Source: an optimization exercise on an open RTL-to-GDS flow (aim: small area and a short achievable clock period). Production flows keep margins and buffers that such runs may drop.
In this exercise RTL edits were held to simulation tests only and were not proved equivalent to the original.

## flow/config.mk

```make
export PLATFORM = sky130hd
export DESIGN_NAME = rmdo_core
export DESIGN_NICKNAME = rmdo_core
export VERILOG_FILES = /design/flow/design.v
export SDC_FILE = /design/flow/constraint.sdc
export NUM_CORES = 4
export LEC_CHECK = 0
export CAP_MARGIN = 20
export CORE_MARGIN = 2
export CORE_UTILIZATION = 40
export SLEW_MARGIN = 20
export SYNTH_MEMORY_MAX_BITS = 32768
```

## flow/constraint.sdc

```tcl
create_clock -name core_clock -period 180.0 [get_ports {clk}]
set_input_delay 36.0000 -clock core_clock [delete_from_list [all_inputs] [get_ports {clk}]]
set_output_delay 36.0000 -clock core_clock [all_outputs]
set_load 0.01 [all_outputs]
```

## flow/design.v

```verilog
module rmdo_pitch_base (
    input  wire [6:0]  r,
    output reg  [16:0] b
);
    always @(*) begin
        case (r)
            7'd0: b = 17'd35114;
            7'd1: b = 17'd35318;
            7'd2: b = 17'd35522;
            7'd3: b = 17'd35728;
            7'd4: b = 17'd35935;
            7'd5: b = 17'd36143;
            7'd6: b = 17'd36353;
            7'd7: b = 17'd36563;
            7'd8: b = 17'd36775;
            7'd9: b = 17'd36988;
            7'd10: b = 17'd37202;
            7'd11: b = 17'd37418;
            7'd12: b = 17'd37635;
            7'd13: b = 17'd37853;
            7'd14: b = 17'd38072;
            7'd15: b = 17'd38292;
            7'd16: b = 17'd38514;
            7'd17: b = 17'd38737;
            7'd18: b = 17'd38962;
            7'd19: b = 17'd39188;
            7'd20: b = 17'd39415;
            7'd21: b = 17'd39643;
            7'd22: b = 17'd39872;
            7'd23: b = 17'd40103;
            7'd24: b = 17'd40336;
            7'd25: b = 17'd40569;
            7'd26: b = 17'd40804;
            7'd27: b = 17'd41041;
            7'd28: b = 17'd41279;
            7'd29: b = 17'd41518;
            7'd30: b = 17'd41758;
            7'd31: b = 17'd42000;
            7'd32: b = 17'd42243;
            7'd33: b = 17'd42488;
            7'd34: b = 17'd42734;
            7'd35: b = 17'd42982;
            7'd36: b = 17'd43231;
            7'd37: b = 17'd43481;
            7'd38: b = 17'd43733;
            7'd39: b = 17'd43987;
            7'd40: b = 17'd44241;
            7'd41: b = 17'd44498;
            7'd42: b = 17'd44755;
            7'd43: b = 17'd45015;
            7'd44: b = 17'd45275;
            7'd45: b = 17'd45538;
            7'd46: b = 17'd45802;
            7'd47: b = 17'd46067;
            7'd48: b = 17'd46334;
            7'd49: b = 17'd46602;
            7'd50: b = 17'd46872;
            7'd51: b = 17'd47144;
            7'd52: b = 17'd47417;
            7'd53: b = 17'd47691;
            7'd54: b = 17'd47968;
            7'd55: b = 17'd48246;
            7'd56: b = 17'd48525;
            7'd57: b = 17'd48806;
            7'd58: b = 17'd49089;
            7'd59: b = 17'd49373;
            7'd60: b = 17'd49659;
            7'd61: b = 17'd49947;
            7'd62: b = 17'd50236;
            7'd63: b = 17'd50527;
            7'd64: b = 17'd50821;
            7'd65: b = 17'd51115;
            7'd66: b = 17'd51411;
            7'd67: b = 17'd51709;
            7'd68: b = 17'd52008;
            7'd69: b = 17'd52309;
            7'd70: b = 17'd52613;
            7'd71: b = 17'd52917;
            7'd72: b = 17'd53224;
            7'd73: b = 17'd53532;
            7'd74: b = 17'd53843;
            7'd75: b = 17'd54154;
            7'd76: b = 17'd54468;
            7'd77: b = 17'd54784;
            7'd78: b = 17'd55101;
            7'd79: b = 17'd55420;
            7'd80: b = 17'd55741;
            7'd81: b = 17'd56064;
            7'd82: b = 17'd56389;
            7'd83: b = 17'd56715;
            7'd84: b = 17'd57044;
            7'd85: b = 17'd57375;
            7'd86: b = 17'd57707;
            7'd87: b = 17'd58041;
            7'd88: b = 17'd58377;
            7'd89: b = 17'd58715;
            7'd90: b = 17'd59055;
            7'd91: b = 17'd59397;
            7'd92: b = 17'd59741;
            7'd93: b = 17'd60088;
            7'd94: b = 17'd60436;
            7'd95: b = 17'd60786;
            7'd96: b = 17'd61138;
            7'd97: b = 17'd61493;
            7'd98: b = 17'd61849;
            7'd99: b = 17'd62207;
            7'd100: b = 17'd62567;
            7'd101: b = 17'd62929;
            7'd102: b = 17'd63294;
            7'd103: b = 17'd63661;
            7'd104: b = 17'd64029;
            7'd105: b = 17'd64401;
            7'd106: b = 17'd64773;
            7'd107: b = 17'd65149;
            7'd108: b = 17'd65527;
            7'd109: b = 17'd65906;
            7'd110: b = 17'd66287;
            7'd111: b = 17'd66671;
            7'd112: b = 17'd67058;
            7'd113: b = 17'd67447;
            7'd114: b = 17'd67837;
            7'd115: b = 17'd68230;
            7'd116: b = 17'd68625;
            7'd117: b = 17'd69023;
            7'd118: b = 17'd69423;
            7'd119: b = 17'd69825;
            default: b = 17'd0;
        endcase
    end
endmodule
module rmdo_pitch_scale (
    input  wire [16:0] b,
    input  wire [3:0]  oct,
    output wire [15:0] data
);
    wire [25:0] sh  = {9'd0, b} << oct;           
    wire [16:0] rnd = sh[25:9] + {16'd0, sh[8]};
    assign data = rnd[15:0];
endmodule
module rmdo_pitch_split (
    input  wire [9:0] addr,
    output wire [3:0] oct,
    output wire [6:0] r
);
    wire [7:0] ge;
    genvar i;
    generate
        for (i = 1; i <= 8; i = i + 1) begin : g_cmp
            assign ge[i-1] = (addr >= 10'd120 * i);
        end
    endgenerate
    assign oct = {3'd0, ge[0]} + {3'd0, ge[1]} + {3'd0, ge[2]} + {3'd0, ge[3]}
               + {3'd0, ge[4]} + {3'd0, ge[5]} + {3'd0, ge[6]} + {3'd0, ge[7]};
    wire [9:0] base = ge[7] ? 10'd960 : ge[6] ? 10'd840 : ge[5] ? 10'd720 :
                      ge[4] ? 10'd600 : ge[3] ? 10'd480 : ge[2] ? 10'd360 :
                      ge[1] ? 10'd240 : ge[0] ? 10'd120 : 10'd0;
    wire [9:0] rr = addr - base;
    assign r = rr[6:0];
endmodule
module rmdo_pitch_rom (
    input  wire [3:0]  oct,
    input  wire [6:0]  r,
    output wire [15:0] data
);
    wire [16:0] b;
    rmdo_pitch_base  u_base  (.r(r), .b(b));
    rmdo_pitch_scale u_scale (.b(b), .oct(oct), .data(data));
endmodule
module rmdo_note_rom (
    input  wire [6:0]  n,
    output reg  [15:0] data
);
    always @(*) begin
        case (n)
            7'd0: data = 16'd69;
            7'd1: data = 16'd69;
            7'd2: data = 16'd69;
            7'd3: data = 16'd69;
            7'd4: data = 16'd69;
            7'd5: data = 16'd69;
            7'd6: data = 16'd69;
            7'd7: data = 16'd69;
            7'd8: data = 16'd69;
            7'd9: data = 16'd69;
            7'd10: data = 16'd69;
            7'd11: data = 16'd69;
            7'd12: data = 16'd69;
            7'd13: data = 16'd69;
            7'd14: data = 16'd69;
            7'd15: data = 16'd69;
            7'd16: data = 16'd69;
            7'd17: data = 16'd69;
            7'd18: data = 16'd69;
            7'd19: data = 16'd69;
            7'd20: data = 16'd69;
            7'd21: data = 16'd69;
            7'd22: data = 16'd69;
            7'd23: data = 16'd69;
            7'd24: data = 16'd69;
            7'd25: data = 16'd73;
            7'd26: data = 16'd77;
            7'd27: data = 16'd82;
            7'd28: data = 16'd86;
            7'd29: data = 16'd92;
            7'd30: data = 16'd97;
            7'd31: data = 16'd103;
            7'd32: data = 16'd109;
            7'd33: data = 16'd115;
            7'd34: data = 16'd122;
            7'd35: data = 16'd129;
            7'd36: data = 16'd137;
            7'd37: data = 16'd145;
            7'd38: data = 16'd154;
            7'd39: data = 16'd163;
            7'd40: data = 16'd173;
            7'd41: data = 16'd183;
            7'd42: data = 16'd194;
            7'd43: data = 16'd206;
            7'd44: data = 16'd218;
            7'd45: data = 16'd231;
            7'd46: data = 16'd244;
            7'd47: data = 16'd259;
            7'd48: data = 16'd274;
            7'd49: data = 16'd291;
            7'd50: data = 16'd308;
            7'd51: data = 16'd326;
            7'd52: data = 16'd346;
            7'd53: data = 16'd366;
            7'd54: data = 16'd388;
            7'd55: data = 16'd411;
            7'd56: data = 16'd435;
            7'd57: data = 16'd461;
            7'd58: data = 16'd489;
            7'd59: data = 16'd518;
            7'd60: data = 16'd549;
            7'd61: data = 16'd581;
            7'd62: data = 16'd616;
            7'd63: data = 16'd652;
            7'd64: data = 16'd691;
            7'd65: data = 16'd732;
            7'd66: data = 16'd776;
            7'd67: data = 16'd822;
            7'd68: data = 16'd871;
            7'd69: data = 16'd923;
            7'd70: data = 16'd978;
            7'd71: data = 16'd1036;
            7'd72: data = 16'd1097;
            7'd73: data = 16'd1163;
            7'd74: data = 16'd1232;
            7'd75: data = 16'd1305;
            7'd76: data = 16'd1383;
            7'd77: data = 16'd1465;
            7'd78: data = 16'd1552;
            7'd79: data = 16'd1644;
            7'd80: data = 16'd1742;
            7'd81: data = 16'd1845;
            7'd82: data = 16'd1955;
            7'd83: data = 16'd2071;
            7'd84: data = 16'd2195;
            7'd85: data = 16'd2195;
            7'd86: data = 16'd2195;
            7'd87: data = 16'd2195;
            7'd88: data = 16'd2195;
            7'd89: data = 16'd2195;
            7'd90: data = 16'd2195;
            7'd91: data = 16'd2195;
            7'd92: data = 16'd2195;
            7'd93: data = 16'd2195;
            7'd94: data = 16'd2195;
            7'd95: data = 16'd2195;
            7'd96: data = 16'd2195;
            7'd97: data = 16'd2195;
            7'd98: data = 16'd2195;
            7'd99: data = 16'd2195;
            7'd100: data = 16'd2195;
            7'd101: data = 16'd2195;
            7'd102: data = 16'd2195;
            7'd103: data = 16'd2195;
            7'd104: data = 16'd2195;
            7'd105: data = 16'd2195;
            7'd106: data = 16'd2195;
            7'd107: data = 16'd2195;
            7'd108: data = 16'd2195;
            7'd109: data = 16'd2195;
            7'd110: data = 16'd2195;
            7'd111: data = 16'd2195;
            7'd112: data = 16'd2195;
            7'd113: data = 16'd2195;
            7'd114: data = 16'd2195;
            7'd115: data = 16'd2195;
            7'd116: data = 16'd2195;
            7'd117: data = 16'd2195;
            7'd118: data = 16'd2195;
            7'd119: data = 16'd2195;
            7'd120: data = 16'd2195;
            7'd121: data = 16'd2195;
            7'd122: data = 16'd2195;
            7'd123: data = 16'd2195;
            7'd124: data = 16'd2195;
            7'd125: data = 16'd2195;
            7'd126: data = 16'd2195;
            7'd127: data = 16'd2195;
            default: data = 16'd0;
        endcase
    end
endmodule
module rmdo_psin (
    input  wire [7:0] x,
    output reg  [6:0] m
);
    wire [6:0] y = x[7] ? ~x[6:0] : x[6:0];
    always @(*) begin
        case (y)
            7'd0: m = 7'd0;
            7'd1: m = 7'd1;
            7'd2: m = 7'd3;
            7'd3: m = 7'd5;
            7'd4: m = 7'd7;
            7'd5: m = 7'd9;
            7'd6: m = 7'd11;
            7'd7: m = 7'd13;
            7'd8: m = 7'd15;
            7'd9: m = 7'd17;
            7'd10: m = 7'd19;
            7'd11: m = 7'd20;
            7'd12: m = 7'd22;
            7'd13: m = 7'd24;
            7'd14: m = 7'd26;
            7'd15: m = 7'd28;
            7'd16: m = 7'd29;
            7'd17: m = 7'd31;
            7'd18: m = 7'd33;
            7'd19: m = 7'd35;
            7'd20: m = 7'd36;
            7'd21: m = 7'd38;
            7'd22: m = 7'd40;
            7'd23: m = 7'd41;
            7'd24: m = 7'd43;
            7'd25: m = 7'd44;
            7'd26: m = 7'd46;
            7'd27: m = 7'd48;
            7'd28: m = 7'd49;
            7'd29: m = 7'd51;
            7'd30: m = 7'd52;
            7'd31: m = 7'd54;
            7'd32: m = 7'd55;
            7'd33: m = 7'd57;
            7'd34: m = 7'd58;
            7'd35: m = 7'd60;
            7'd36: m = 7'd61;
            7'd37: m = 7'd63;
            7'd38: m = 7'd64;
            7'd39: m = 7'd65;
            7'd40: m = 7'd67;
            7'd41: m = 7'd68;
            7'd42: m = 7'd69;
            7'd43: m = 7'd71;
            7'd44: m = 7'd72;
            7'd45: m = 7'd73;
            7'd46: m = 7'd75;
            7'd47: m = 7'd76;
            7'd48: m = 7'd77;
            7'd49: m = 7'd78;
            7'd50: m = 7'd80;
            7'd51: m = 7'd81;
            7'd52: m = 7'd82;
            7'd53: m = 7'd83;
            7'd54: m = 7'd84;
            7'd55: m = 7'd85;
            7'd56: m = 7'd87;
            7'd57: m = 7'd88;
            7'd58: m = 7'd89;
            7'd59: m = 7'd90;
            7'd60: m = 7'd91;
            7'd61: m = 7'd92;
            7'd62: m = 7'd93;
            7'd63: m = 7'd94;
            7'd64: m = 7'd95;
            7'd65: m = 7'd96;
            7'd66: m = 7'd97;
            7'd67: m = 7'd98;
            7'd68: m = 7'd99;
            7'd69: m = 7'd100;
            7'd70: m = 7'd101;
            7'd71: m = 7'd102;
            7'd72: m = 7'd102;
            7'd73: m = 7'd103;
            7'd74: m = 7'd104;
            7'd75: m = 7'd105;
            7'd76: m = 7'd106;
            7'd77: m = 7'd107;
            7'd78: m = 7'd107;
            7'd79: m = 7'd108;
            7'd80: m = 7'd109;
            7'd81: m = 7'd110;
            7'd82: m = 7'd110;
            7'd83: m = 7'd111;
            7'd84: m = 7'd112;
            7'd85: m = 7'd112;
            7'd86: m = 7'd113;
            7'd87: m = 7'd114;
            7'd88: m = 7'd114;
            7'd89: m = 7'd115;
            7'd90: m = 7'd116;
            7'd91: m = 7'd116;
            7'd92: m = 7'd117;
            7'd93: m = 7'd117;
            7'd94: m = 7'd118;
            7'd95: m = 7'd118;
            7'd96: m = 7'd119;
            7'd97: m = 7'd119;
            7'd98: m = 7'd120;
            7'd99: m = 7'd120;
            7'd100: m = 7'd121;
            7'd101: m = 7'd121;
            7'd102: m = 7'd121;
            7'd103: m = 7'd122;
            7'd104: m = 7'd122;
            7'd105: m = 7'd123;
            7'd106: m = 7'd123;
            7'd107: m = 7'd123;
            7'd108: m = 7'd124;
            7'd109: m = 7'd124;
            7'd110: m = 7'd124;
            7'd111: m = 7'd124;
            7'd112: m = 7'd125;
            7'd113: m = 7'd125;
            7'd114: m = 7'd125;
            7'd115: m = 7'd125;
            7'd116: m = 7'd125;
            7'd117: m = 7'd126;
            7'd118: m = 7'd126;
            7'd119: m = 7'd126;
            7'd120: m = 7'd126;
            7'd121: m = 7'd126;
            7'd122: m = 7'd126;
            7'd123: m = 7'd126;
            7'd124: m = 7'd126;
            7'd125: m = 7'd126;
            7'd126: m = 7'd126;
            7'd127: m = 7'd127;
            default: m = 7'd0;
        endcase
    end
endmodule
module rmdo_core (
    input  wire        clk,
    input  wire        rst,
    input  wire        tick,
    input  wire        cmd_valid,
    input  wire [31:0] cmd_word,
    output wire [7:0]  out_sample,
    output wire [31:0] result
);
    localparam [15:0] PT_RESET = 16'd69;    
    localparam integer NQ = 7;               
    reg [15:0] lb, rb;
    reg        act, cy, sgn, pend;
    reg [15:0] pr;
    reg [10:0] pq;               
    reg [16:0] racc;
    reg [15:0] offcur, offmeas, rtarget, rstart;
    reg [8:0]  wrap, wsnap;
    reg [16:0] rremain, rtotal;
    reg        rmode;
    reg [16:0] result_r;
    assign result = {15'd0, result_r};
    wire [15:0] fin_rem [0:11-NQ];
    wire [10:0] qs;
    assign fin_rem[0] = pr;
    genvar gi;
    generate
        for (gi = 0; gi < 11 - NQ; gi = gi + 1) begin : g_fin
            rmdo_div_stage #(.I(10 - NQ - gi)) u_st (
                .rem_i(fin_rem[gi]), .t(rtotal), .rem_o(fin_rem[gi+1]), .qbit(qs[10 - NQ - gi])
            );
        end
    endgenerate
    assign qs[10:11-NQ] = pq[10:11-NQ];
    wire [15:0] rs = fin_rem[11-NQ];
    wire [15:0] qe    = {5'd0, qs};
    wire [15:0] e_opd = act ? (sgn ? ~qe : qe) : 16'd0;
    wire        e_cin = act & (sgn ^ cy);
    wire [15:0] rcur  = rb + e_opd + {15'd0, e_cin};
    wire [15:0] lph   = lb + e_opd + {15'd0, e_cin};
    wire [23:0] fprod = lph * offcur + {lph, 8'd0};
    wire [15:0] fph   = fprod[23:8];
    wire [7:0] out_v;
    rmdo_out u_out (.lph(lph), .fph(fph), .wrap(wsnap), .out(out_v));
    assign out_sample = out_v;
    wire [7:0] negwrap = (wrap[8:1] > 8'd64) ? wrap[8:1] : 8'd64;
    wire [3:0]  op    = cmd_word[31:28];
    wire [11:0] dur   = cmd_word[27:16];
    wire [15:0] v16   = cmd_word[15:0];
    wire [10:0] v11   = cmd_word[10:0];
    wire [3:0]  regno = cmd_word[3:0];
    wire z27_16 = (cmd_word[27:16] == 12'd0);
    wire z15_11 = (cmd_word[15:11] == 5'd0);
    wire z10_7  = (cmd_word[10:7]  == 4'd0);
    wire z6_4   = (cmd_word[6:4]   == 3'd0);
    wire is_sett_imm   = (op == 4'h1) && z27_16;
    wire is_sett_glide = (op == 4'h2);
    wire is_setn_imm   = (op == 4'h3) && z27_16 && z15_11 && z10_7;
    wire is_setn_glide = (op == 4'h4) && z15_11 && z10_7;
    wire is_wroff      = (op == 4'h5) && z27_16;
    wire is_wrfold     = (op == 4'h6) && z27_16 && z15_11;
    wire is_lkcode     = (op == 4'h7) && z27_16 && z15_11 && (cmd_word[10] == 1'b0);
    wire is_lknote     = (op == 4'h8) && z27_16 && z15_11 && z10_7;
    wire is_rdreg      = (op == 4'h9) && z27_16 && z15_11 && z10_7 && z6_4;
    wire is_setn  = is_setn_imm | is_setn_glide;
    wire st_en    = cmd_valid & (is_sett_imm | is_sett_glide | is_setn_imm | is_setn_glide);
    wire glide_set = cmd_valid & (is_sett_glide | is_setn_glide) & ~z27_16;
    wire imm_set   = st_en & ~glide_set;
    wire [15:0] note_val;
    rmdo_note_rom u_note (.n(cmd_word[6:0]), .data(note_val));
    wire [3:0]  c_oct;
    wire [6:0]  c_r;
    wire [15:0] code_val;
    rmdo_pitch_split u_split (.addr(cmd_word[9:0]), .oct(c_oct), .r(c_r));
    rmdo_pitch_rom   u_pitch (.oct(c_oct), .r(c_r), .data(code_val));
    wire [15:0] target = is_setn ? note_val : v16;
    wire [18:0] glide_num   = {dur, 7'd0} - {6'd0, dur, 1'b0} - {7'd0, dur} + 19'd3;
    wire [16:0] glide_ticks = glide_num[18:2];
    wire [16:0] dd   = {1'b0, target} - {1'b0, rcur};
    wire [16:0] ddn  = {1'b0, rcur} - {1'b0, target};
    wire        dneg = dd[16];
    wire [15:0] dmag = dneg ? ddn[15:0] : dd[15:0];
    wire        dzero = (target == rcur);
    wire [15:0] cmd_rem [0:NQ];
    wire [10:0] cmd_q;
    assign cmd_rem[0] = dmag;
    generate
        for (gi = 0; gi < NQ; gi = gi + 1) begin : g_cmd
            rmdo_div_stage #(.I(10 - gi)) u_st (
                .rem_i(cmd_rem[gi]), .t(glide_ticks), .rem_o(cmd_rem[gi+1]), .qbit(cmd_q[10 - gi])
            );
        end
    endgenerate
    assign cmd_q[10-NQ:0] = {(11-NQ){1'b0}};
    wire [16:0] racc_t = pend ? {1'b0, rs} : racc;
    wire [17:0] accs   = {1'b0, racc_t} + {2'b0, rs};
    wire [17:0] accd   = accs - {1'b0, rtotal};
    wire        cyn    = ~accd[17];
    wire [16:0] raccn  = cyn ? accd[16:0] : accs[16:0];
    wire [16:0] n_rremain = glide_set ? glide_ticks : imm_set ? 17'd0 : rremain;
    wire        n_dzero   = glide_set ? dzero : imm_set ? 1'b1 : (rtarget == rstart);
    wire        stop      = (n_rremain == 17'd0) | n_dzero;
    wire        step      = tick & ~stop;
    wire [15:0] n_rcur    = imm_set ? target : rcur;
    wire [9:0]  fold_c = (v11 > 11'd1023) ? 10'd1023 : v11[9:0];
    wire [9:0]  fold_w = 10'd64 + {1'b0, fold_c[9:1]};
    wire [8:0]  fold_v = (fold_w > 10'd511) ? 9'd511 : fold_w[8:0];
    wire [8:0]  n_wrap = (cmd_valid & is_wrfold) ? fold_v : wrap;
    wire [15:0] n_offmeas = (cmd_valid & is_wroff) ? v16 : offmeas;
    reg [16:0] rd_val;
    always @(*) begin
        case (regno)
            4'd0:    rd_val = {1'b0, lph};
            4'd1:    rd_val = {1'b0, fph};
            4'd2:    rd_val = {1'b0, offcur};
            4'd3:    rd_val = {1'b0, offmeas};
            4'd4:    rd_val = {8'd0, wrap};
            4'd5:    rd_val = {9'd0, negwrap};
            4'd6:    rd_val = {1'b0, rtarget};
            4'd7:    rd_val = {1'b0, rcur};
            4'd8:    rd_val = rremain;
            4'd9:    rd_val = {16'd0, rmode};
            4'd10:   rd_val = {9'd0, out_v};
            4'd11:   rd_val = {1'b0, rstart};
            4'd12:   rd_val = rtotal;
            default: rd_val = 17'd0;
        endcase
    end
    always @(posedge clk) begin
        if (rst) begin
            lb       <= 16'd0;
            rb       <= PT_RESET;
            act      <= 1'b0;
            cy       <= 1'b0;
            sgn      <= 1'b0;
            pend     <= 1'b0;
            pr       <= 16'd0;
            pq       <= 11'd0;
            racc     <= 17'd0;
            offcur   <= 16'd0;
            offmeas  <= 16'd0;
            rtarget  <= PT_RESET;
            rstart   <= PT_RESET;
            wrap     <= 9'd64;
            wsnap    <= 9'd64;
            rremain  <= 17'd0;
            rtotal   <= 17'd0;
            rmode    <= 1'b0;
            result_r <= 17'd0;
        end else begin
            offmeas <= n_offmeas;
            wrap    <= n_wrap;
            if (cmd_valid & (is_lkcode | is_lknote))
                result_r <= {1'b0, is_lkcode ? code_val : note_val};
            else if (cmd_valid & is_rdreg)
                result_r <= rd_val;
            if (st_en) begin
                rtarget <= target;
                rmode   <= glide_set;
                rstart  <= n_rcur;
                rtotal  <= glide_set ? glide_ticks : 17'd0;
            end
            if (glide_set) begin
                pr  <= cmd_rem[NQ];
                pq  <= cmd_q;
                sgn <= dneg;
            end
            rremain <= tick ? (stop ? 17'd0 : n_rremain - 17'd1) : n_rremain;
            lb      <= lph + (tick ? n_rcur : 16'd0);
            rb      <= n_rcur;
            act     <= step;
            if (tick) begin
                wsnap <= n_wrap;
                if (offcur < n_offmeas)
                    offcur <= offcur + 16'd1;
                else if (offcur > n_offmeas)
                    offcur <= offcur - 16'd1;
            end
            if (glide_set) begin
                cy   <= 1'b0;
                pend <= step;
                racc <= 17'd0;
            end else if (step) begin
                cy   <= cyn;
                pend <= 1'b0;
                racc <= raccn;
            end else begin
                cy   <= 1'b0;
                pend <= 1'b0;
                racc <= racc_t;
            end
        end
    end
endmodule
module rmdo_div_stage #(
    parameter integer I = 0
) (
    input  wire [15:0] rem_i,
    input  wire [16:0] t,
    output wire [15:0] rem_o,
    output wire        qbit
);
    wire        t_small = (t[16:16-I] == 0);             
    wire [16-I:0] diff  = {1'b0, rem_i[15:I]} - {1'b0, t[15-I:0]};
    assign qbit  = t_small & ~diff[16-I];
    generate
        if (I > 0) begin : g_lo
            assign rem_o = qbit ? {diff[15-I:0], rem_i[I-1:0]} : rem_i;
        end else begin : g_nolo
            assign rem_o = qbit ? diff[15:0] : rem_i;
        end
    endgenerate
endmodule
module rmdo_out (
    input  wire [15:0] lph,
    input  wire [15:0] fph,
    input  wire [8:0]  wrap,
    output wire [7:0]  out
);
    wire [6:0] ml, mf;
    rmdo_psin u_pl (.x(lph[14:7]), .m(ml));
    rmdo_psin u_pf (.x(fph[14:7]), .m(mf));
    wire        rpol  = lph[15] ^ fph[15];
    wire [13:0] rprod = ml * mf;
    wire [6:0]  rm    = rprod[13:7];
    wire [7:0]  negwrap = (wrap[8:1] > 8'd64) ? wrap[8:1] : 8'd64;
    wire [8:0]  thr   = rpol ? {1'b0, negwrap} : wrap;
    wire [15:0] sprod = rm * thr;
    wire [7:0]  r     = sprod[13:6];
    wire        pol2  = rpol ^ sprod[14];
    wire [6:0]  f     = r[7] ? ~r[6:0] : r[6:0];
    assign out = pol2 ? (8'd128 - {1'b0, f}) : (8'd128 + {1'b0, f});
endmodule
```

## flow/run.sh

```bash
#!/bin/bash
# synth_recipe.tcl (not shown) runs the flow's synth.tcl, then flattens the netlist and writes it again
# the make line also repeats each setting of config.mk as NAME=value (left out here)
make -C /OpenROAD-flow-scripts/flow DESIGN_CONFIG=/design/flow/config.mk WORK_HOME=/design/flow/orfs CLKGATE_MAP_FILE= SYNTH_SCRIPT=/design/flow/synth_recipe.tcl finish
```

==> notes.md, run 1 <==
Clocking:
- The number of H-tree branching levels is 1.
- The clock tree from TritonCTS is done.
- The number of clock buffers inserted by TritonCTS is 27.
- The number of clock sinks is 210.
- The number of buffers on the longest clock path is 3.
- The clock latency reported for the late side of the worst-skew pair is 590 ps.
- In this run the post-CTS setup repair buffer count came out at 0.
- Clock-pin slew was measured on the worst setup and hold paths at 60 ps.
- Clock tree synthesis selected as its root buffer the cell sky130_fd_sc_hd__clkbuf_16.
- After clock tree synthesis, the repair step resized 0 gates.
- In this run, post-CTS hold repair placed 0 buffers.

Place:
- After legalization and detailed placement, the total HPWL measured 117 mm.
- Counting tap cells, the placed design contains a total of 6924 instances.
- The routability congestion estimate from global placement is 0.971.
- The count of input and output buffers is 60.

Synthesis:
- In this run, synthesis produced a sequential element count of 210.
- Summed over all instances, the cell type with the most area after synthesis is sky130_fd_sc_hd__ha_1.
- In this run the cell area of the synthesized design comes to 42400 sq um.
- The number of different library cells in the post-synthesis netlist is 108.
- The share of synthesized area in the top cell type comes to 14.0%.
- The average instance in the mapped netlist occupies 7.49 sq um.
- The most used flip-flop cell after synthesis is sky130_fd_sc_hd__dfxtp_1.
- The number of warnings printed during yosys synthesis is 4.
- Counting flops with a built-in enable in the synthesized netlist gives 0.
- After synthesis, the share of flip-flops with an asynchronous set or reset is 0%.
- The register area share after synthesis is 9.91%.
- The gate count after technology mapping is 5668.
- By area the synthesized netlist is led by sky130_fd_sc_hd__ha_1 14%, sky130_fd_sc_hd__fa_1 13%, sky130_fd_sc_hd__dfxtp_1 9.9%, sky130_fd_sc_hd__nor2_1 5.1%, sky130_fd_sc_hd__inv_1 4.9%.

Drt:
- Summed over all nets, wire length on met2 after detailed routing comes to 66.2 mm.
- In this run the top signal layer used is met4.
- For this block, the via count after detailed routing is 41500.
- The detailed router put a total of 64.7 mm of wire on met1.
- The detailed router finished its first iteration with 4552 violations.
- For this run, design rule violations remaining after detail routing come to 0.
- After detailed routing, the average wire length per cell comes to 21.6 um.
- Using the TritonRoute via totals, the vias-per-cell ratio works out to 5.96.
- The total routed wirelength is 151 mm.
- The remaining antenna violation count after routing is 0.
- The number of search-and-repair iterations in the first detailed-routing pass is 10.
- The routed design uses 11.5 mm of met3 wire.

Min path:
- The path class of the tightest hold or removal check is reg2reg.
- The worst hold path begins at pr[1]$_SDFFE_PP0P_.
- The worst hold path terminates at pr[1]$_SDFFE_PP0P_.
- The worst hold path passes through 2 cells.

Timing:
- The final number of max-transition violations came to 0.
- Setup repair after global routing left no endpoint under its margin.
- Final hold analysis gives a worst-case slack of 458 ps.
- The shortest period the worst path allows is 72770 ps.
- The final clock skew is 17.8 ps.
- Setup violations remaining at the end of the flow were counted as 0.
- The final number of hold-violating endpoints is 0.
- The relative slew slack is 23.0%.
- The transition time at the pin with the least slew margin is 1150 ps.
- The setup total negative slack is 0 ps.
- Of the available clock period, the critical path in the final layout requires 40.4%.
- Static timing analysis puts the maximum clock frequency at 0.0137 GHz.

Final layout:
- 0 antenna diodes ended up in the layout.
- The area added between synthesis and finish is 6.84%.
- The top cell types in the final layout, fill and taps aside, are 577 x sky130_fd_sc_hd__nor2_1, 558 x sky130_fd_sc_hd__inv_1, 514 x sky130_fd_sc_hd__nand2_1, 474 x sky130_fd_sc_hd__ha_1, 409 x sky130_fd_sc_hd__a21oi_1.
- In the final design database the tool counted 6341 nets.
- The library cell used most frequently in the layout, excluding fill and tap cells, is sky130_fd_sc_hd__nor2_1.
- The finished layout holds 6973 standard cells, fillers aside.
- The share of cells above drive strength 1 is 6.23%.

Worst setup path:
- The critical path in this run is classified as reg2out.
- STA classifies the critical path endpoint as a primary output.
- The slowest cell on the critical path is sky130_fd_sc_hd__a311oi_2.
- The largest stage delay on the critical path is 840 ps.
- In this run the worst path has a maximum fanout of 31.
- The worst register-to-register path ends at pr[11]$_SDFFE_PP0P_.
- In this design, the critical path's most frequently occurring cell is sky130_fd_sc_hd__o21ai_0.
- The worst path required time is 144000 ps.
- The slack of the worst reg-to-reg path is 140820 ps.
- Counting cells, the worst reg-to-reg path comes to 191.
- STA classifies the critical path startpoint as a flip-flop.
- For the worst setup path, the data arrival time is 36770 ps.
- The launch point of the worst reg-to-reg path is rtotal[1]$_SDFFE_PP0P_.

Floorplanning:
- In this run the count of I/O pins placed on the die edge is 76.
- The floorplan die area is 109000 sq um.
- The core region is 105000 sq um.
- Once the floorplan was initialized, standard cells occupied 40.3% of the core.
- The initialized floorplan defines 119 standard-cell rows.
- The die is 330 um wide.
- The floorplan step set the die height to 330 um.

Global route:
- The first global-routing pass estimated 234 mm of wire.
- The number of antenna violations at the first check in global routing is 0.
- The via count of the first global-routing pass is 39800.
- For this run, the total global-route usage over all layers was measured as 27.3%.
- The global route total overflow is 0.
- Entering global routing, the biggest net connects 86 pins.

Run:
- The number of violations of the max-capacitance limit is 0.

Status:
- The flow ran to the end and the layout has no timing, DRC or antenna violations.
-- flip-flops by register name (all words and copies together), names as in the netlist --
signal and flops:
pr 16, rtarget 16, sgn 1, wsnap 9, wrap 9, offmeas 16
pend 1, rremain 17, rb 16, racc 17, pq 7, rtotal 17
cy 1, offcur 16, rmode 1, lb 16, rstart 16, act 1
result_r 17
-- cells in the mapped netlist, types with 20 or more instances --
master and instances:
sky130_fd_sc_hd__nor2_1 577, sky130_fd_sc_hd__inv_1 558, sky130_fd_sc_hd__nand2_1 514, sky130_fd_sc_hd__ha_1 475, sky130_fd_sc_hd__a21oi_1 410, sky130_fd_sc_hd__o21ai_0 314, sky130_fd_sc_hd__fa_1 268, sky130_fd_sc_hd__clkbuf_1 233
sky130_fd_sc_hd__dfxtp_1 210, sky130_fd_sc_hd__xnor2_1 183, sky130_fd_sc_hd__a21o_1 135, sky130_fd_sc_hd__and2_1 126, sky130_fd_sc_hd__mux2i_1 126, sky130_fd_sc_hd__xor2_1 108, sky130_fd_sc_hd__nand3_1 104, sky130_fd_sc_hd__a211oi_1 94
sky130_fd_sc_hd__nor3_1 80, sky130_fd_sc_hd__mux2_2 77, sky130_fd_sc_hd__nor2b_1 73, sky130_fd_sc_hd__nand2b_1 62, sky130_fd_sc_hd__o21bai_1 58, sky130_fd_sc_hd__o211ai_1 55, sky130_fd_sc_hd__a21boi_0 48, sky130_fd_sc_hd__and3_1 48
sky130_fd_sc_hd__a31oi_1 47, sky130_fd_sc_hd__o22ai_1 44, sky130_fd_sc_hd__buf_1 43, sky130_fd_sc_hd__nand4_1 40, sky130_fd_sc_hd__o21a_1 40, sky130_fd_sc_hd__a22oi_1 39, sky130_fd_sc_hd__a221oi_1 29, sky130_fd_sc_hd__or2_2 29
sky130_fd_sc_hd__nor4_1 26, sky130_fd_sc_hd__or3_1 23, sky130_fd_sc_hd__o221ai_1 20, sky130_fd_sc_hd__o31ai_1 20
-- critical path: cells and delay by family (launching register included) --
family	cells	cell delay [ps]
compound gates	72	14110
xor+xnor	6	2230
fa+ha+maj	25	10750
buf+inv	19	3360
flops	1	550
mux	3	1010
simple gates	19	4150
-- routing by layer --
metal  GRT usage [%]  up-vias
li1                -    19500
met1            36.9    20000
met2            42.9     1700
met3            3.47      350
met4            13.4        0
met5               0        -
-- logic make-up after synthesis --
group	Yosys count	synth area share (%)
AOI/OAI and AO/OA	1553	23.9
xor gates and xnor gates	299	6.39
adders and majority gates	745	26.7
buffers and inverters	885	8.10
DFF	210	9.91
muxes	216	5.69
other	1	0.00884
and+or+nand+nor	1759	19.3
-- worst max-delay path by stage --
stage / endpoint / cells after the start / from / slack (ps)
global route: out_sample[4] / 143 / rtotal[1]$_SDFFE_PP0P_ / 103500
floorplan: out_sample[4] / 153 / rtotal[1]$_SDFFE_PP0P_ / 111310
global placement: out_sample[2] / 141 / rtotal[1]$_SDFFE_PP0P_ / 109140
finish: out_sample[4] / 144 / rtotal[1]$_SDFFE_PP0P_ / 107230
detailed placement: out_sample[2] / 141 / rtotal[1]$_SDFFE_PP0P_ / 108350
CTS: out_sample[2] / 141 / rtotal[1]$_SDFFE_PP0P_ / 107530
-- per-stage QoR --
step | setup WS (ps) | cell area, sq um | util (%)
floorplan | 111310 | 42500 | -
global placement | 109140 | 44500 | 42.2
detailed placement | 108350 | 44500 | 42.3
CTS | 107530 | 45300 | 43.1
global route | 103500 | 45300 | 43.1
finish | 107230 | 45300 | 43.1
-- final cells by class --
type	count	area, sq um
fill	10800	59900
multi-input combinational	4587	35000
sequential	210	4200
inverter	568	2130
tap	1391	1740
timing repair buffer	168	1400
clock buffer	34	742
clock inverter	15	106
==> run 2: changes to the inputs <==
--- a/flow/design.v
+++ b/flow/design.v
@@ -144,16 +144,138 @@
 );
-    wire [7:0] ge;
-    genvar i;
-    generate
-        for (i = 1; i <= 8; i = i + 1) begin : g_cmp
-            assign ge[i-1] = (addr >= 10'd120 * i);
-        end
-    endgenerate
-    assign oct = {3'd0, ge[0]} + {3'd0, ge[1]} + {3'd0, ge[2]} + {3'd0, ge[3]}
-               + {3'd0, ge[4]} + {3'd0, ge[5]} + {3'd0, ge[6]} + {3'd0, ge[7]};
-    wire [9:0] base = ge[7] ? 10'd960 : ge[6] ? 10'd840 : ge[5] ? 10'd720 :
-                      ge[4] ? 10'd600 : ge[3] ? 10'd480 : ge[2] ? 10'd360 :
-                      ge[1] ? 10'd240 : ge[0] ? 10'd120 : 10'd0;
-    wire [9:0] rr = addr - base;
-    assign r = rr[6:0];
+    reg [7:0] t;
+    always @(*) begin
+        case (addr[9:3])
+            7'd0: t = {4'd0, 4'd0};
+            7'd1: t = {4'd0, 4'd1};
+            7'd2: t = {4'd0, 4'd2};
+            7'd3: t = {4'd0, 4'd3};
+            7'd4: t = {4'd0, 4'd4};
+            7'd5: t = {4'd0, 4'd5};
+            7'd6: t = {4'd0, 4'd6};
+            7'd7: t = {4'd0, 4'd7};
+            7'd8: t = {4'd0, 4'd8};
+            7'd9: t = {4'd0, 4'd9};
+            7'd10: t = {4'd0, 4'd10};
+            7'd11: t = {4'd0, 4'd11};
+            7'd12: t = {4'd0, 4'd12};
+            7'd13: t = {4'd0, 4'd13};
+            7'd14: t = {4'd0, 4'd14};
+            7'd15: t = {4'd1, 4'd0};
+            7'd16: t = {4'd1, 4'd1};
+            7'd17: t = {4'd1, 4'd2};
+            7'd18: t = {4'd1, 4'd3};
+            7'd19: t = {4'd1, 4'd4};
+            7'd20: t = {4'd1, 4'd5};
+            7'd21: t = {4'd1, 4'd6};
+            7'd22: t = {4'd1, 4'd7};
+            7'd23: t = {4'd1, 4'd8};
+            7'd24: t = {4'd1, 4'd9};
+            7'd25: t = {4'd1, 4'd10};
+            7'd26: t = {4'd1, 4'd11};
+            7'd27: t = {4'd1, 4'd12};
+            7'd28: t = {4'd1, 4'd13};
+            7'd29: t = {4'd1, 4'd14};
+            7'd30: t = {4'd2, 4'd0};
+            7'd31: t = {4'd2, 4'd1};
+            7'd32: t = {4'd2, 4'd2};
+            7'd33: t = {4'd2, 4'd3};
+            7'd34: t = {4'd2, 4'd4};
+            7'd35: t = {4'd2, 4'd5};
+            7'd36: t = {4'd2, 4'd6};
+            7'd37: t = {4'd2, 4'd7};
+            7'd38: t = {4'd2, 4'd8};
+            7'd39: t = {4'd2, 4'd9};
+            7'd40: t = {4'd2, 4'd10};
+            7'd41: t = {4'd2, 4'd11};
+            7'd42: t = {4'd2, 4'd12};
+            7'd43: t = {4'd2, 4'd13};
+            7'd44: t = {4'd2, 4'd14};
+            7'd45: t = {4'd3, 4'd0};
+            7'd46: t = {4'd3, 4'd1};
+            7'd47: t = {4'd3, 4'd2};
+            7'd48: t = {4'd3, 4'd3};
+            7'd49: t = {4'd3, 4'd4};
+            7'd50: t = {4'd3, 4'd5};
+            7'd51: t = {4'd3, 4'd6};
+            7'd52: t = {4'd3, 4'd7};
+            7'd53: t = {4'd3, 4'd8};
+            7'd54: t = {4'd3, 4'd9};
+            7'd55: t = {4'd3, 4'd10};
+            7'd56: t = {4'd3, 4'd11};
+            7'd57: t = {4'd3, 4'd12};
+            7'd58: t = {4'd3, 4'd13};
+            7'd59: t = {4'd3, 4'd14};
+            7'd60: t = {4'd4, 4'd0};
+            7'd61: t = {4'd4, 4'd1};
+            7'd62: t = {4'd4, 4'd2};
+            7'd63: t = {4'd4, 4'd3};
+            7'd64: t = {4'd4, 4'd4};
+            7'd65: t = {4'd4, 4'd5};
+            7'd66: t = {4'd4, 4'd6};
+            7'd67: t = {4'd4, 4'd7};
+            7'd68: t = {4'd4, 4'd8};
+            7'd69: t = {4'd4, 4'd9};
+            7'd70: t = {4'd4, 4'd10};
+            7'd71: t = {4'd4, 4'd11};
+            7'd72: t = {4'd4, 4'd12};
+            7'd73: t = {4'd4, 4'd13};
+            7'd74: t = {4'd4, 4'd14};
+            7'd75: t = {4'd5, 4'd0};
+            7'd76: t = {4'd5, 4'd1};
+            7'd77: t = {4'd5, 4'd2};
+            7'd78: t = {4'd5, 4'd3};
+            7'd79: t = {4'd5, 4'd4};
+            7'd80: t = {4'd5, 4'd5};
+            7'd81: t = {4'd5, 4'd6};
+            7'd82: t = {4'd5, 4'd7};
+            7'd83: t = {4'd5, 4'd8};
+            7'd84: t = {4'd5, 4'd9};
+            7'd85: t = {4'd5, 4'd10};
+            7'd86: t = {4'd5, 4'd11};
+            7'd87: t = {4'd5, 4'd12};
+            7'd88: t = {4'd5, 4'd13};
+            7'd89: t = {4'd5, 4'd14};
+            7'd90: t = {4'd6, 4'd0};
+            7'd91: t = {4'd6, 4'd1};
+            7'd92: t = {4'd6, 4'd2};
+            7'd93: t = {4'd6, 4'd3};
+            7'd94: t = {4'd6, 4'd4};
+            7'd95: t = {4'd6, 4'd5};
+            7'd96: t = {4'd6, 4'd6};
+            7'd97: t = {4'd6, 4'd7};
+            7'd98: t = {4'd6, 4'd8};
+            7'd99: t = {4'd6, 4'd9};
+            7'd100: t = {4'd6, 4'd10};
+            7'd101: t = {4'd6, 4'd11};
+            7'd102: t = {4'd6, 4'd12};
+            7'd103: t = {4'd6, 4'd13};
+            7'd104: t = {4'd6, 4'd14};
+            7'd105: t = {4'd7, 4'd0};
+            7'd106: t = {4'd7, 4'd1};
+            7'd107: t = {4'd7, 4'd2};
+            7'd108: t = {4'd7, 4'd3};
+            7'd109: t = {4'd7, 4'd4};
+            7'd110: t = {4'd7, 4'd5};
+            7'd111: t = {4'd7, 4'd6};
+            7'd112: t = {4'd7, 4'd7};
+            7'd113: t = {4'd7, 4'd8};
+            7'd114: t = {4'd7, 4'd9};
+            7'd115: t = {4'd7, 4'd10};
+            7'd116: t = {4'd7, 4'd11};
+            7'd117: t = {4'd7, 4'd12};
+            7'd118: t = {4'd7, 4'd13};
+            7'd119: t = {4'd7, 4'd14};
+            7'd120: t = {4'd8, 4'd0};
+            7'd121: t = {4'd8, 4'd1};
+            7'd122: t = {4'd8, 4'd2};
+            7'd123: t = {4'd8, 4'd3};
+            7'd124: t = {4'd8, 4'd4};
+            7'd125: t = {4'd8, 4'd5};
+            7'd126: t = {4'd8, 4'd6};
+            7'd127: t = {4'd8, 4'd7};
+            default: t = 8'd0;
+        endcase
+    end
+    assign oct = t[7:4];
+    assign r   = {t[3:0], addr[2:0]};
 endmodule
@@ -455,3 +577,3 @@
     localparam [15:0] PT_RESET = 16'd69;    
-    localparam integer NQ = 7;               
+    localparam integer NQ = 9;               
     reg [15:0] lb, rb;
@@ -578,8 +700,3 @@
             act      <= 1'b0;
-            cy       <= 1'b0;
-            sgn      <= 1'b0;
             pend     <= 1'b0;
-            pr       <= 16'd0;
-            pq       <= 11'd0;
-            racc     <= 17'd0;
             offcur   <= 16'd0;
@@ -607,7 +724,2 @@
             end
-            if (glide_set) begin
-                pr  <= cmd_rem[NQ];
-                pq  <= cmd_q;
-                sgn <= dneg;
-            end
             rremain <= tick ? (stop ? 17'd0 : n_rremain - 17'd1) : n_rremain;
@@ -623,15 +735,20 @@
             end
-            if (glide_set) begin
-                cy   <= 1'b0;
-                pend <= step;
-                racc <= 17'd0;
-            end else if (step) begin
-                cy   <= cyn;
-                pend <= 1'b0;
-                racc <= raccn;
-            end else begin
-                cy   <= 1'b0;
-                pend <= 1'b0;
-                racc <= racc_t;
-            end
+            pend    <= glide_set & step;
+        end
+    end
+    always @(posedge clk) begin
+        if (glide_set) begin
+            pr  <= cmd_rem[NQ];
+            pq  <= cmd_q;
+            sgn <= dneg;
+        end
+        if (glide_set) begin
+            cy   <= 1'b0;
+            racc <= 17'd0;
+        end else if (step) begin
+            cy   <= cyn;
+            racc <= raccn;
+        end else begin
+            cy   <= 1'b0;
+            racc <= racc_t;
         end
--- a/flow/config.mk
+++ b/flow/config.mk
@@ -7,5 +7,6 @@
 export LEC_CHECK = 0
+export ABC_AREA = 1
 export CAP_MARGIN = 20
 export CORE_MARGIN = 2
-export CORE_UTILIZATION = 40
+export CORE_UTILIZATION = 60
 export SLEW_MARGIN = 20
==> run 2 against run 1 <==
Compared with the run above:
- largest cell class unchanged
- die area decreased by 36%
- final cell count increased by 1.3%
- synthesized area shrank 4.5%
- clock skew up 6.9 ps
- maximum frequency rose by 15%
- hold slack gained 44 ps
- non-clock buffer count is 63 lower
- setup slack improved by 9500 ps
- routed wire length is 5.5% lower
- highest routed layer is now met5
- design area down 6.2%
==> notes.md, run 2 <==
Worst setup path:
- The largest fanout of any net on the critical path is 24 (-23%).
- In this run the critical register-to-register path is launched from rtotal[1]$_SDFFE_PP0P_.
- The worst path required time is 180290 ps (+36290 ps).
- The library cell appearing most often on the critical path is sky130_fd_sc_hd__nand2_1.
- Among all stages on the critical path, the largest delay is contributed by sky130_fd_sc_hd__nor2_1.
- The worst setup path is captured at a flip-flop.
- The count of cells along the worst register-to-register path is 204 (+6.8%).
- The startpoint type of the worst setup path is an input port.
- In this run the worst setup path begins at cmd_word[0].
- The endpoint of the worst register-to-register path is pr[2]$_DFFE_PP_.
- The largest stage delay on the critical path was 910 ps (+70 ps).
- The buffers plus inverters on the worst setup path came to 22 (+3).
- By startpoint and endpoint, the worst setup path is classified as in2reg.
- The slack of the worst reg-to-reg path is 145780 ps (+4960 ps).
- The arrival time reported for the critical path endpoint is 63610 ps (+26840 ps).
- The family with the most delay on the worst path is compound AO/OA/AOI/OAI gates.

Timing:
- The final number of max-transition violations was 0 (unchanged).
- The final number of hold-violating endpoints came to 0 (unchanged).
- The shortest period the worst path allows came to 63320 ps (-9450 ps).
- The smallest hold slack came to 501 ps (+43.8 ps).
- Setup repair after global routing left no endpoint under its margin.
- The relative slew slack was 18.7% (-4.3 points).
- The setup total negative slack is 0 ps (unchanged).
- The transition time at the pin with the least slew margin is 1210 ps (+63.8 ps).
- The setup violation total in the final timing report is 0 (unchanged).
- The maximum clock rate was 0.0158 GHz (+15%).
- The final clock skew is 24.7 ps (+6.88 ps).
- The post-route clock period utilization is 35.2% (-5.3 points).

Floorplanning:
- The row count is 95 (-20%).
- The count of pins on the block boundary is 76 (unchanged).
- The die outline height was 264 um (-20%).
- The starting utilization of the core area is 60.5% (+20 points).
- The area inside the core boundary is 67000 sq um (-36%).
- The die extent in x is 264 um (-20%).
- The floorplan die area is 69700 sq um (-36%).

Synthesis:
- The most used flip-flop cell after synthesis is sky130_fd_sc_hd__dfxtp_1.
- The number of enable flip-flop cells after synthesis is 26 (+26).
- The share of synthesized registers carrying an async set or reset is 0% (unchanged).
- The gate count after technology mapping is 6232 (+10%).
- The most instantiated library cell after synthesis is sky130_fd_sc_hd__nand2_1.
- The number of synthesized register bits is 212 (+0.95%).
- The post-synthesis cell type with the largest combined area is sky130_fd_sc_hd__ha_1.
- The register area share after synthesis is 11.1% (+1.2 points).
- The area share of the largest cell type after synthesis is 14.8% (+0.78 points).
- The average cell area after synthesis is 6.51 sq um (-13%).
- The number of warnings printed during yosys synthesis is 5 (+1).
- Yosys attributes the largest share of cell area to sky130_fd_sc_hd__ha_1 15%, sky130_fd_sc_hd__nand2_1 13%, sky130_fd_sc_hd__fa_1 13%, sky130_fd_sc_hd__inv_1 9.2%, sky130_fd_sc_hd__dfxtp_1 9.2%.
- By count the netlist is led by 1410 x sky130_fd_sc_hd__nand2_1, 996 x sky130_fd_sc_hd__inv_1, 551 x sky130_fd_sc_hd__nor2_1.
- The cell area after technology mapping is 40600 sq um (-4.5%).
- The number of different library cells in the post-synthesis netlist is 66 (-39%).

Place:
- The routability congestion estimate from global placement is 1.08 (+11%).
- The HPWL after detailed placement is 114 mm (-1.9%).
- The cell area after placement is 41700 sq um (-6.3%).
- The count of input and output buffers is 60 (unchanged).

Global route:
- The maximum number of pins on one net before global-route repair is 54 (-37%).
- The total routing resource utilization after global routing is 40.4% (+13 points).
- The global route total overflow was 0 (unchanged).
- The via count of the first global-routing pass is 40300 (+1.2%).
- The number of antenna violations at the first check in global routing was 6 (+6).
- The first-pass GRT wire length was 223 mm (-4.5%).

Clocking:
- The number of buffers on the longest clock path is 3 (unchanged).
- The number of clock buffers inserted by TritonCTS is 24 (-11%).
- The number of clock sinks is 212 (+0.95%).
- The number of H-tree branching levels is 1 (unchanged).
- TritonCTS built the clock tree.
- The post-CTS setup buffer count is 0 (unchanged).
- Clock tree synthesis selected as its root buffer the cell sky130_fd_sc_hd__clkbuf_16.
- The hold buffer count at cts came to 0 (unchanged).
- The clock latency reported for the late side of the worst-skew pair is 570 ps (-20 ps).
- The number of resized instances in the post-cts repair step is 0 (unchanged).
- The clock-pin slew on the worst setup and hold paths was 70 ps (about the same).

Final layout:
- The final-stage net count is 6949 (+9.6%).
- The area added between synthesis and finish is 4.85%.
- Leaving out fill and tap cells, the most frequent cell in the layout is sky130_fd_sc_hd__nand2_1.
- The share of cells above drive strength 1 is 3.35% (-2.9 points).
- The post-route standard cell area excluding fillers is 42500 sq um (-6.2%).
- The top cell types in the final layout, fill and taps aside, are 1410 x sky130_fd_sc_hd__nand2_1, 995 x sky130_fd_sc_hd__inv_1, 550 x sky130_fd_sc_hd__nor2_1, 496 x sky130_fd_sc_hd__a21oi_1, 479 x sky130_fd_sc_hd__ha_1.
- The number of fill cells is 6446 (-40%).

Drt:
- The remaining antenna violation count after routing is 0 (unchanged).
- The number of vias per cell after detailed routing is 5.97 (+0.25%).
- The total routed wirelength is 143 mm (-5.5%).
- The wire length per cell is 20.2 um (-6.6%).
- The number of search-and-repair iterations in the first detailed-routing pass is 6 (-4).
- The iteration-0 DRC count of the detailed router was 4845 (+6.4%).
- The via total after detailed routing is 42200 (+1.5%).
- The remaining routing DRC violations is 0 (unchanged).

Min path:
- The startpoint identified for the worst hold timing path is rtotal[15]$_SDFFE_PP0P_.
- The type of the most critical hold path is reg2reg.
- The worst hold path endpoint is rtotal[15]$_SDFFE_PP0P_.
- The cell depth of the worst hold path was 2 (unchanged).

Status:
- The flow ran to the end and the layout has no timing, DRC or antenna violations.

Run:
- The number of violations of the max-capacitance limit is 0 (unchanged).
run 2: worst min-delay path, cell delays in order, from the launching register on:
cell and delay [ps]:
sky130_fd_sc_hd__dfxtp_1 320, sky130_fd_sc_hd__nand2_1 60, sky130_fd_sc_hd__a21oi_1 60
run 2: how the worst max path moves through the flow:
stage | cells after the start | endpoint
after CTS | 152 | pr[2]$_DFFE_PP_
after detailed placement | 152 | pr[2]$_DFFE_PP_
after floorplan | 131 | out_sample[4]
after global placement | 152 | pr[2]$_DFFE_PP_
final | 152 | pr[2]$_DFFE_PP_
after global routing | 152 | pr[2]$_DFFE_PP_
run 2: cell type report:
type | instances | area [sq um] | share of cell area, %
multi-input cells | 4804 | 31300 | 73.7
flip-flops and latches | 212 | 4500 | 10.6
inverters | 1024 | 3850 | 9.05
well taps | 873 | 1090 | 2.57
repair buffers | 105 | 933 | 2.20
clock buffers | 28 | 636 | 1.49
clock inverters | 15 | 185 | 0.436
diodes | 1 | 2.50 | 0.00589
run 2: metal layers:
metal	up-vias	wire length [um]	track usage (%)	part of all wire (%)
met5	-	69	0	0.048
met4	10	8680	21.0	6.1
met3	510	14600	8.76	10
met2	2165	61100	63.3	43
met1	19400	58300	52.2	41
li1	20100	-	-	-
run 2: stage by stage:
| stage | util [%] | setup WS [ps] | instances |
|---|---|---|---|
| 2_1_floorplan | - | 122520 | 6246 |
| 3_3_place_gp | 62.2 | 117670 | 7018 |
| 3_5_place_dp | 62.2 | 116670 | 7018 |
| 4_1_cts | 63.4 | 117120 | 7061 |
| 5_1_grt | 63.4 | 113570 | 7061 |
| 6_report | 63.4 | 116680 | 7062 |
run 2: logic make-up (layout without fill, tap and decap cells):
| logic type | count (synthesis) | count (layout) | share of synthesized area (%) |
|---|---|---|---|
| AND/OR/NAND/NOR | 2508 | 2508 | 25.6 |
| buffers and inverters | 1230 | 1172 | 11.8 |
| XOR/XNOR | 219 | 219 | 4.79 |
| flip-flops | 212 | 212 | 11.1 |
| adder cells (fa/ha/maj) | 742 | 742 | 27.8 |
| other | 1 | 16 | 0.00925 |
| multiplexers | 8 | 8 | 0.197 |
| AO/OA/AOI/OAI | 1312 | 1312 | 18.7 |
==> run 3: changes to the inputs <==
--- a/flow/config.mk
+++ b/flow/config.mk
@@ -10,3 +10,3 @@
 export CORE_MARGIN = 2
-export CORE_UTILIZATION = 60
+export CORE_UTILIZATION = 40
 export SLEW_MARGIN = 20
==> run 3 against run 2 <==
Compared with the run above:
- still clean
- hold slack got worse by 36 ps
- flip-flop and latch count did not move
- critical path depth is 4 higher
- first-iteration DRC count decreased by 21%
- global-route usage down 13 points
- via count fell by 1.4%
- maximum frequency decreased by 0.26%
- critical path type unchanged
==> notes.md, run 3 <==
Drt:
- The routed metal-1 wirelength is 63.9 mm (+9.7%).
- The number of search-and-repair iterations in the first detailed-routing pass is 9 (+3).
- The wire length per cell is 19.3 um (-4.3%).
- The uppermost layer routed is met5.
- The length of routed met3 wiring is 10.3 mm (-29%).
- The met2 wire length is 66.0 mm (+8.0%).
- The remaining routing DRC violations came to 0 (unchanged).
- The number of vias per cell after detailed routing is 5.49 (-8.0%).
- The total routed wirelength came to 146 mm (+2.6%).
- The via total after detailed routing came to 41600 (-1.4%).
- The remaining antenna violation count after routing is 0 (unchanged).
- The iteration-0 DRC count of the detailed router is 3819 (-21%).

Clocking:
- The clock latency reported for the late side of the worst-skew pair is 610 ps (+40 ps).
- Clock tree synthesis selected as its root buffer the cell sky130_fd_sc_hd__clkbuf_16.
- The number of resized instances in the post-cts repair step came to 0 (unchanged).
- The clock-pin slew on the worst setup and hold paths is 60 ps (about the same).
- The number of clock buffers inserted by TritonCTS is 30 (+25%).
- The hold buffer count at cts is 0 (unchanged).
- The number of H-tree branching levels is 1 (unchanged).
- TritonCTS built the clock tree.
- The post-CTS setup buffer count is 0 (unchanged).
- The number of clock sinks came to 212 (unchanged).
- The number of buffers on the longest clock path is 3 (unchanged).

Global route:
- The total routing resource utilization after global routing is 27.7% (-13 points).
- The maximum number of pins on one net before global-route repair came to 78 (+44%).
- The first-pass GRT wire length is 227 mm (+1.8%).
- The number of antenna violations at the first check in global routing was 8 (+2).
- The global route total overflow is 0 (unchanged).
- The via count of the first global-routing pass is 39700 (-1.5%).

Floorplanning:
- The die extent in x is 322 um (+22%).
- The row count is 116 (+22%).
- The die outline height is 322 um (+22%).
- The starting utilization of the core area is 40.4% (-20 points).
- The floorplan die area is 104000 sq um (+49%).
- The area inside the core boundary is 100000 sq um (+50%).
- The count of pins on the block boundary was 76 (unchanged).

Synthesis:
- The average cell area after synthesis is 6.51 sq um (unchanged).
- The share of synthesized registers carrying an async set or reset came to 0% (unchanged).
- The most used flip-flop cell after synthesis is sky130_fd_sc_hd__dfxtp_1.
- The area share of the largest cell type after synthesis came to 14.8% (unchanged).
- The number of warnings printed during yosys synthesis came to 5 (unchanged).
- The post-synthesis cell type with the largest combined area is sky130_fd_sc_hd__ha_1.
- The cell area after technology mapping came to 40600 sq um (unchanged).
- Sorting the synthesized cells by how often they occur yields 1410 x sky130_fd_sc_hd__nand2_1, 996 x sky130_fd_sc_hd__inv_1, 551 x sky130_fd_sc_hd__nor2_1.
- By area the synthesized netlist is led by sky130_fd_sc_hd__ha_1 15%, sky130_fd_sc_hd__nand2_1 13%, sky130_fd_sc_hd__fa_1 13%, sky130_fd_sc_hd__inv_1 9.2%, sky130_fd_sc_hd__dfxtp_1 9.2%.
- The register area share after synthesis came to 11.1% (unchanged).
- The number of synthesized register bits is 212 (unchanged).
- The gate count after technology mapping is 6232 (unchanged).
- The number of enable flip-flop cells after synthesis came to 26 (unchanged).
- Among all cell types in the netlist, the one instantiated most often is sky130_fd_sc_hd__nand2_1.
- The number of different library cells in the post-synthesis netlist is 66 (unchanged).

Worst setup path:
- The slowest cell on the critical path is sky130_fd_sc_hd__clkdlybuf4s50_1.
- The timing startpoint of the critical path is cmd_word[0].
- The largest stage delay on the critical path is 940 ps (+30 ps).
- The largest fanout of any net on the critical path was 24 (unchanged).
- The arrival time reported for the critical path endpoint came to 63820 ps (+210 ps).
- The count of cells along the worst register-to-register path is 205 (+0.49%).
- The slack of the worst reg-to-reg path is 145640 ps (-140 ps).
- The type of element capturing the critical path is a flip-flop.
- The startpoint type of the worst setup path is an input port.
- The endpoint identified for the worst register-to-register timing path is pr[2]$_DFFE_PP_.
- The worst path required time was 180330 ps (+40 ps).
- In this run the critical register-to-register path is launched from rtotal[1]$_SDFFE_PP0P_.
- By startpoint and endpoint, the worst setup path is classified as in2reg.
- Among the stages of the critical path, the cell type that occurs most often is sky130_fd_sc_hd__nand2_1.

Timing:
- The final number of hold-violating endpoints is 0 (unchanged).
- The setup violation total in the final timing report is 0 (unchanged).
- The final clock skew is 20.8 ps (-3.87 ps).
- The setup total negative slack is 0 ps (unchanged).
- The relative slew slack is 19.2% (+0.48 points).
- The smallest hold slack is 465 ps (-36.0 ps).
- The setup slack of the critical path after layout came to 116510 ps (-168 ps).
- The transition time at the pin with the least slew margin was 1200 ps (-13.0 ps).
- The shortest period the worst path allows came to 63490 ps (+168 ps).
- Setup repair after global routing left no endpoint under its margin.
- The post-route clock period utilization is 35.3% (+0.093 points).
- The final number of max-transition violations is 0 (unchanged).
- The maximum clock rate is 0.0158 GHz (-0.26%).

Final layout:
- The final instance count without filler cells is 7567 (+7.2%).
- The final-stage net count is 6961 (+0.17%).
- The share of the core filled with cells is 43.2% (-20 points).
- The share of cells above drive strength 1 is 3.50% (+0.15 points).
- The post-route standard cell area excluding fillers is 43300 sq um (+1.9%).
- The number of fill cells is 10700 (+65%).
- Compared with the post-synthesis result, the final layout area differs by 6.88%.
- The most common cell after layout, fill and taps aside is sky130_fd_sc_hd__nand2_1.
- In the layout the commonest cells are 1410 x sky130_fd_sc_hd__nand2_1, 995 x sky130_fd_sc_hd__inv_1, 551 x sky130_fd_sc_hd__nor2_1, 496 x sky130_fd_sc_hd__a21oi_1, 479 x sky130_fd_sc_hd__ha_1.

Min path:
- The worst hold path endpoint is rtotal[15]$_SDFFE_PP0P_.
- The startpoint of the lowest-slack hold path is rtotal[15]$_SDFFE_PP0P_.
- The type of the most critical hold path is reg2reg.
- The cell depth of the worst hold path is 2 (unchanged).

Place:
- The HPWL after detailed placement is 118 mm (+3.3%).
- The post-placement worst setup slack was 116500 ps (-167 ps).
- The number of placed cells counting well taps is 7507 (+7.0%).
- The count of input and output buffers was 60 (unchanged).
- The routability congestion estimate from global placement is 1.01 (-6.4%).
- The cell area after placement is 42300 sq um (+1.6%).

Run:
- The number of violations of the max-capacitance limit came to 0 (unchanged).

Status:
- The run finished with no timing, DRC or antenna violations.
==> run 3: cell counts after synthesis <==
Identical to the previous run, type by type.
==> run 3: worst max-delay path by stage <==
stage | endpoint | slack (ps) | cells past startpoint
5_1_grt | pr[2]$_DFFE_PP_ | 113410 | 156
3_3_place_gp | pr[2]$_DFFE_PP_ | 117300 | 156
3_5_place_dp | pr[2]$_DFFE_PP_ | 116500 | 156
4_1_cts | pr[2]$_DFFE_PP_ | 117030 | 156
6_report | pr[2]$_DFFE_PP_ | 116510 | 156
2_1_floorplan | out_sample[4] | 122520 | 131
==> run 3: critical path, delay by kind of cell <==
kind / cells / cell delay [ps]
compound gates: 65 / 9550
xor+xnor: 1 / 210
fa+ha+maj: 12 / 4210
buf+inv: 24 / 5360
mux: 3 / 770
simple gates: 51 / 7630
==> run 3: cell type report <==
type	instances	area (sq um)	area share [%]
Inverter	1024	3850	8.87
Antenna cell	4	10.0	0.0231
Clock buffer	44	866	2.00
Timing Repair Buffer	111	986	2.27
Tap cell	1357	1700	3.92
Sequential cell	212	4500	10.4
Multi-Input combinational cell	4804	31300	72.3
Clock inverter	11	108	0.248
==> run 3: logic make-up (layout without fill, tap and decap cells) <==
group	Yosys count	count (layout)	share of synthesized area [%]
AND/OR/NAND/NOR	2508	2508	25.6
AO/OA/AOI/OAI	1312	1312	18.7
multiplexers	8	8	0.197
adder cells (fa/ha/maj)	742	742	27.8
other	1	19	0.00925
buffers and inverters	1230	1190	11.8
XOR/XNOR	219	219	4.79
flip-flops	212	212	11.1
==> run 3: layer usage <==
metal / GRT usage (%) / vias to the layer above
met3: 3.69 / 292
met1: 37.1 / 19500
met5: 0 / -
met4: 9.98 / 6
met2: 45.5 / 1534
li1: - / 20200

[re-timing with driven ports]
Ports are ideal in the flow. The routed layouts listed here were re-timed in OpenROAD.
Step 1 assumes that a clkbuf_16 drives the clock port and a buf_2 every other input.
Step 2 moves the port delays by t, midway between the first and last clock arrival at a register: inputs arrive t later, outputs are due t later. That takes back most of the time a late clock gives input paths.
a / b / c = ideal / step 1 / step 2; a / b = the first two.
run | t, ns | setup slack, ns | hold slack, ns | pins driven straight from the clock port
run 1 | 0.646 | 107.226 / 107.159 / 107.805 | 0.458 / 0.458 / 0.458 | 1
run 2 | 0.616 | 116.677 / 116.713 / 116.097 | 0.501 / 0.501 / 0.501 | 1
run 3 | 0.667 | 116.509 / 116.544 / 115.877 | 0.465 / 0.465 / 0.465 | 1
After both steps every run listed still meets setup and hold. For run 3, which loses most, drivers alone change the setup slack by +0.035 ns; drivers and shift together by -0.632 ns.
